Context: an optimization exercise on an open-source flow, tuned for small area and a short achievable clock period. The choices shown serve that exercise and are no tape-out recipe.
In this exercise RTL edits were held to simulation tests only and were not proved equivalent to the original.
Power and IR drop assume default switching activity.

==> flow/design.v <==
module exec_alu_row #(
    parameter W = 1
) (
    input  wire [W-1:0] x,
    input  wire [W-1:0] y,
    input  wire         cin,
    input  wire         div,     
    input  wire         hz,      
    input  wire         force_sel,  
    output wire         qbit,
    output wire [W-1:0] out
);
    wire [W:0] s = {1'b0, x} + {1'b0, y} + {{W{1'b0}}, cin};
    assign qbit = s[W] & hz;
    wire sel = div ? qbit : force_sel;
    assign out = sel ? s[W-1:0] : x;
endmodule
module exec_alu_front #(
    parameter K = 19
) (
    input  wire [2:0]   op,
    input  wire [31:0]  a,
    input  wire [31:0]  b,
    output wire [31:0]  x,       
    output wire [31:0]  y,       
    output wire [K-1:0] q,       
    output wire [3:0]   fl       
);
    wire is_div = op[2] | (op[1] & op[0]);
    wire is_mul = ~op[2] & op[1] & ~op[0];
    wire inv    = is_div | (~op[1] & op[0]);
    assign fl = {~op[2] & op[1] & op[0], inv, is_mul, is_div};
    assign y = is_mul ? a : (b ^ {32{inv}});
    wire [31:0] nb = is_mul ? 32'd0 : a;    
    wire [32:0] hz;
    assign hz[32] = 1'b1;
    genvar w;
    generate
        for (w = 31; w >= 0; w = w - 1) begin : hzg
            assign hz[w] = hz[w+1] & ~b[w];
        end
    endgenerate
    wire [31:0] o [0:K];
    assign o[0] = 32'd0;
    generate
        for (w = 1; w <= K; w = w + 1) begin : row
            wire [w-1:0] xr;
            if (w == 1) begin : x1
                assign xr = nb[32-w];
            end else begin : xn
                assign xr = {o[w-1][w-2:0], nb[32-w]};
            end
            wire [w-1:0] orow;
            exec_alu_row #(.W(w)) r (
                .x(xr), .y(y[w-1:0]), .cin(inv), .div(is_div), .hz(hz[w]),
                .force_sel(is_mul & b[32-w]), .qbit(q[K-w]), .out(orow)
            );
            assign o[w] = {{(32-w){1'b0}}, orow};
        end
    endgenerate
    assign x = {o[K][K-1:0], (is_mul ? b[31-K:0] : a[31-K:0])};
endmodule
module exec_alu #(
    parameter K = 19
) (
    input  wire [3:0]   fl,      
    input  wire [31:0]  x,
    input  wire [31:0]  y,
    input  wire [K-1:0] qh,
    output wire [31:0]  value,
    output wire         fault
);
    wire is_div = fl[0];
    wire is_mul = fl[1];
    wire inv    = fl[2];
    wire is_quo = fl[3];
    wire [32:0] hz;
    assign hz[32] = 1'b1;
    genvar w;
    generate
        for (w = 31; w >= 0; w = w - 1) begin : hzg
            assign hz[w] = hz[w+1] & y[w];
        end
    endgenerate
    wire b_zero = hz[0];
    wire [31:0] low = x[31-K:0];                
    wire [31:0] o [K:32];
    assign o[K] = {{(32-K){1'b0}}, x[31:32-K]};
    wire [31-K:0] ql;
    generate
        for (w = K + 1; w <= 32; w = w + 1) begin : row
            wire [w-1:0] xr = {o[w-1][w-2:0], low[32-w] & ~is_mul};
            wire [w-1:0] orow;
            exec_alu_row #(.W(w)) r (
                .x(xr), .y(y[w-1:0]), .cin(inv), .div(is_div), .hz(hz[w]),
                .force_sel(is_mul ? low[32-w] : (w == 32)), .qbit(ql[32-w]), .out(orow)
            );
            assign o[w] = {{(32-w){1'b0}}, orow};
        end
    endgenerate
    assign fault = is_div & b_zero;
    assign value = fault ? 32'd0 : is_quo ? {qh, ql} : o[32];
endmodule
module execute_alu_forward_unit #(
    parameter XLEN  = 32,
    parameter PCW   = 32,
    parameter LANES = 2,
    parameter K     = 18
) (
    input  wire                  clk,
    input  wire                  rst,
    input  wire [LANES-1:0]      iss_valid,
    input  wire [LANES*3-1:0]    iss_op,
    input  wire [LANES*XLEN-1:0] iss_a,
    input  wire [LANES*XLEN-1:0] iss_b,
    input  wire [LANES*6-1:0]    iss_dest,
    input  wire [LANES*PCW-1:0]  iss_pc,
    output wire [LANES-1:0]      res_valid,
    output wire [LANES*PCW-1:0]  res_pc,
    output wire [LANES*6-1:0]    res_dest,
    output wire [LANES*XLEN-1:0] res_value,
    output wire [LANES-1:0]      res_fault,
    output wire [LANES-1:0]      res_wakeup
);
    reg [LANES-1:0]      lat_valid;
    reg [LANES*4-1:0]    lat_fl;
    reg [LANES*XLEN-1:0] lat_x;
    reg [LANES*XLEN-1:0] lat_y;
    reg [LANES*K-1:0]    lat_q;
    reg [LANES*6-1:0]    lat_dest;
    reg [LANES*PCW-1:0]  lat_pc;
    wire [LANES*XLEN-1:0] nx;
    wire [LANES*XLEN-1:0] ny;
    wire [LANES*K-1:0]    nq;
    wire [LANES*4-1:0]    nfl;
    genvar i;
    generate
        for (i = 0; i < LANES; i = i + 1) begin : front
            exec_alu_front #(.K(K)) fr (
                .op(iss_op[i*3 +: 3]),
                .a (iss_a[i*XLEN +: XLEN]),
                .b (iss_b[i*XLEN +: XLEN]),
                .x (nx[i*XLEN +: XLEN]),
                .y (ny[i*XLEN +: XLEN]),
                .q (nq[i*K +: K]),
                .fl(nfl[i*4 +: 4])
            );
        end
    endgenerate
    always @(posedge clk) begin
        if (rst) begin
            lat_valid <= {LANES{1'b0}};
        end else begin
            lat_valid <= iss_valid;
        end
        lat_fl   <= nfl;
        lat_x    <= nx;
        lat_y    <= ny;
        lat_q    <= nq;
        lat_dest <= iss_dest;
        lat_pc   <= iss_pc;
    end
    generate
        for (i = 0; i < LANES; i = i + 1) begin : lane
            wire [XLEN-1:0] value;
            wire            fault;
            exec_alu #(.K(K)) alu (
                .fl   (lat_fl[i*4 +: 4]),
                .x    (lat_x[i*XLEN +: XLEN]),
                .y    (lat_y[i*XLEN +: XLEN]),
                .qh   (lat_q[i*K +: K]),
                .value(value),
                .fault(fault)
            );
            assign res_valid[i]              = lat_valid[i];
            assign res_pc[i*PCW +: PCW]      = lat_pc[i*PCW +: PCW];
            assign res_dest[i*6 +: 6]        = lat_dest[i*6 +: 6];
            assign res_value[i*XLEN +: XLEN] = value;
            assign res_fault[i]              = lat_valid[i] & fault;
            assign res_wakeup[i]             = lat_valid[i] & ~fault;
        end
    endgenerate
endmodule
==> flow/config.mk <==
export PLATFORM = sky130hd
export DESIGN_NAME = execute_alu_forward_unit
export DESIGN_NICKNAME = execute_alu_forward_unit
export VERILOG_FILES = /design/flow/design.v
export SDC_FILE = /design/flow/constraint.sdc
export NUM_CORES = 4
export LEC_CHECK = 0
export ABC_AREA = 1
export CAP_MARGIN = 20
export CORE_MARGIN = 2
export CORE_UTILIZATION = 60
export SLEW_MARGIN = 20
==> flow/constraint.sdc <==
create_clock -name core_clock -period 110.0 [get_ports {clk}]
set_input_delay 22.0000 -clock core_clock [delete_from_list [all_inputs] [get_ports {clk}]]
set_output_delay 22.0000 -clock core_clock [all_outputs]
set_load 0.01 [all_outputs]
standard.sh (not shown) runs the stock make flow with config.mk's settings and CLKGATE_MAP_FILE= SYNTH_SCRIPT=/design/flow/synth_recipe.tcl, a recipe that flattens the netlist after the stock synthesis.
==> flow/flow/run.sh <==
#!/bin/bash
set -eo pipefail
bash standard.sh SETUP_SLACK_MARGIN=40 TNS_END_PERCENT=0 finish > make_finish.log 2>&1
Rerun with:
==> flow/flow/run.sh (replaced) <==
#!/bin/bash
set -eo pipefail
PORTBUF="BUFFER_PORTS_ARGS=-buffer_cell sky130_fd_sc_hd__buf_1"
bash standard.sh SETUP_SLACK_MARGIN=44 TNS_END_PERCENT=0 "$PORTBUF" cts > make_cts.log 2>&1
bash standard.sh SETUP_SLACK_MARGIN=40 TNS_END_PERCENT=0 "$PORTBUF" finish > make_finish.log 2>&1
Effect: Wire length shrinks slightly; setup slack is worse by 0.63 ns; non-clock buffer count goes down by 16.
Rerun with:
==> flow/flow/run.sh (replaced) <==
#!/bin/bash
set -eo pipefail
bash standard.sh SETUP_SLACK_MARGIN=50 TNS_END_PERCENT=0 finish > make_finish.log 2>&1
- CORE_UTILIZATION: 60 -> 45
After rerunning:
- setup slack gains 7.2 ns
- maximum frequency increases by 12%
- clock power increases by 4.1%
- cell area increases by 23%
- non-clock buffer count increases by 816

---

run 1:
// execute_alu_forward_unit: RTL as listed in full above, without the edits since
export LEC_CHECK = 0
export ABC_AREA = 1
export CAP_MARGIN = 20
export CORE_MARGIN = 2
export CORE_UTILIZATION = 60
export SLEW_MARGIN = 20
create_clock -name core_clock -period 110.0 [get_ports {clk}]
==> flow/flow/run.sh <==
#!/bin/bash
set -eo pipefail
bash standard.sh SETUP_SLACK_MARGIN=47 TNS_END_PERCENT=0 cts > make_cts.log 2>&1
bash standard.sh SETUP_SLACK_MARGIN=38 TNS_END_PERCENT=0 finish > make_finish.log 2>&1
Run 1: done, clean on timing, DRC and antenna
Inputs modified between run 1 and run 2:
==> flow/flow/run.sh <==
#!/bin/bash
set -eo pipefail
bash standard.sh SETUP_SLACK_MARGIN=44 TNS_END_PERCENT=0 cts > make_cts.log 2>&1
bash standard.sh SETUP_SLACK_MARGIN=40 TNS_END_PERCENT=0 finish > make_finish.log 2>&1
### Flow results
Post-detailed-routing wire length improves in run 2 relative to run 1. | global routing usage on met3 | run 2 vs run 1 | 0.21 points lower |. Run 2: flow completed, timing, DRC and antenna clean. Summary — buffer share of cell area, run 2 relative to run 1: lower, by 0.82 points. [run 2 vs run 1] first-pass GRT wire length: lower in run 2. From run 1 to run 2, number of different library cells in the post-synthesis netlist did not move at all. Compared with run 1, in run 2 share of the final layout cell area in multi-input gates increased 0.67 points, combinational cell fraction of total power was more or less identical. Comparing run 2 and run 1, the lower layout overhead on the synthesized area is on run 2. Of the two values seen for end point of the critical path, res_value[12] was produced by run 1 and res_value[2] by run 2. Count of plain and timing-repair buffers: run 2 lower than run 1. Compared with run 1, in run 2 period utilization higher, final cell utilization of the core lower.
Input changes introduced in run 3 (baseline for comparison: run 2):
Settings: CORE_UTILIZATION now 45, was 60.
==> flow/flow/run.sh <==
#!/bin/bash
set -eo pipefail
bash standard.sh SETUP_SLACK_MARGIN=46 TNS_END_PERCENT=0 finish > make_finish.log 2>&1
Findings:
- Lower area taken by flip-flops and latches goes to run 2 over run 3.
- Route | run 3 vs run 2 | wire longer in run 3
- Relative to run 2, the arrival time of data at the critical path endpoint of run 3 is lower by 3900 ps.
- Count of non-filler cells in the finished layout (lower): run 2
- Timing, DRC, antenna: 0 failures across run 3 and run 2
- Measured against run 3, the combinational power of run 2 comes out at 0.916 times the reference value.
#### Input delta (run 4 over run 3)
Settings: a change of CORE_UTILIZATION from 45 to 60.
==> flow/flow/run.sh <==
#!/bin/bash
set -eo pipefail
PORTBUF="BUFFER_PORTS_ARGS=-buffer_cell sky130_fd_sc_hd__buf_1"
bash standard.sh SETUP_SLACK_MARGIN=47 TNS_END_PERCENT=0 "$PORTBUF" cts > make_cts.log 2>&1
bash standard.sh SETUP_SLACK_MARGIN=38 TNS_END_PERCENT=0 "$PORTBUF" finish > make_finish.log 2>&1
Findings:
Run 4: no failed stages, no open violations at the end
Number of antenna violations at the first check in global routing up 3 in run 4 wrt run 3
For horizontal die dimension, dividing the value from run 4 by the value from run 3 gives 0.867.
Going from run 3 to run 4, total area of multi-input combinational cells went down 3100 sq um; floorplan die area went down 25%; maximum frequency went down about 2.6%.
Diff run 3 -> run 4: layout-stage area growth over the synthesis result fell 15 points, wire length per cell after detailed routing has decreased, total routed wire length on the met1 layer went down, worst vdd rail ir drop grew by 6.2 uV.

port drivers added, routing unchanged:
The results above use ideal ports. As a check the final layouts listed here were re-extracted and re-timed, cells and wires unchanged.
Step 1 (the two cells are an assumption about what drives the block):
set clk [get_ports {clk}]
set_driving_cell -lib_cell sky130_fd_sc_hd__clkbuf_16 $clk
set_driving_cell -lib_cell sky130_fd_sc_hd__buf_2 [delete_from_list [all_inputs] $clk]
Step 2, shift: input delay + t, output delay - t, t = (earliest + latest rising clock arrival at the registers) / 2. This alone moves slack from input paths to output paths.
Three values: ideal ports, drivers, drivers and shift; two values: the first two.
run	t, ns	setup WS [ns]	clock arrival spread, ns	worst data-port slew with drivers (ns)	pins driven straight from the clock port
the first run of note 1	0.650	43.956 / 43.887 / 43.662	0.032 / 0.032	0.13	1
the second run of note 1	0.637	43.322 / 43.258 / 43.629	0.021 / 0.021	0.11	1
the third run of note 1	0.645	50.525 / 50.454 / 50.181	0.040 / 0.039	0.11	1
run 1	0.651	45.773 / 45.705 / 45.443	0.039 / 0.038	0.10	1
run 2	0.650	43.928 / 43.859 / 43.939	0.029 / 0.028	0.12	1
run 3	0.643	47.833 / 47.762 / 48.200	0.040 / 0.039	0.11	1
run 4	0.641	46.161 / 46.095 / 45.688	0.022 / 0.022	0.12	1
After both steps setup and hold are still met in every run listed. The setup slack of run 4, which loses most, moves by -0.066 ns with the drivers and by -0.473 ns with both steps.
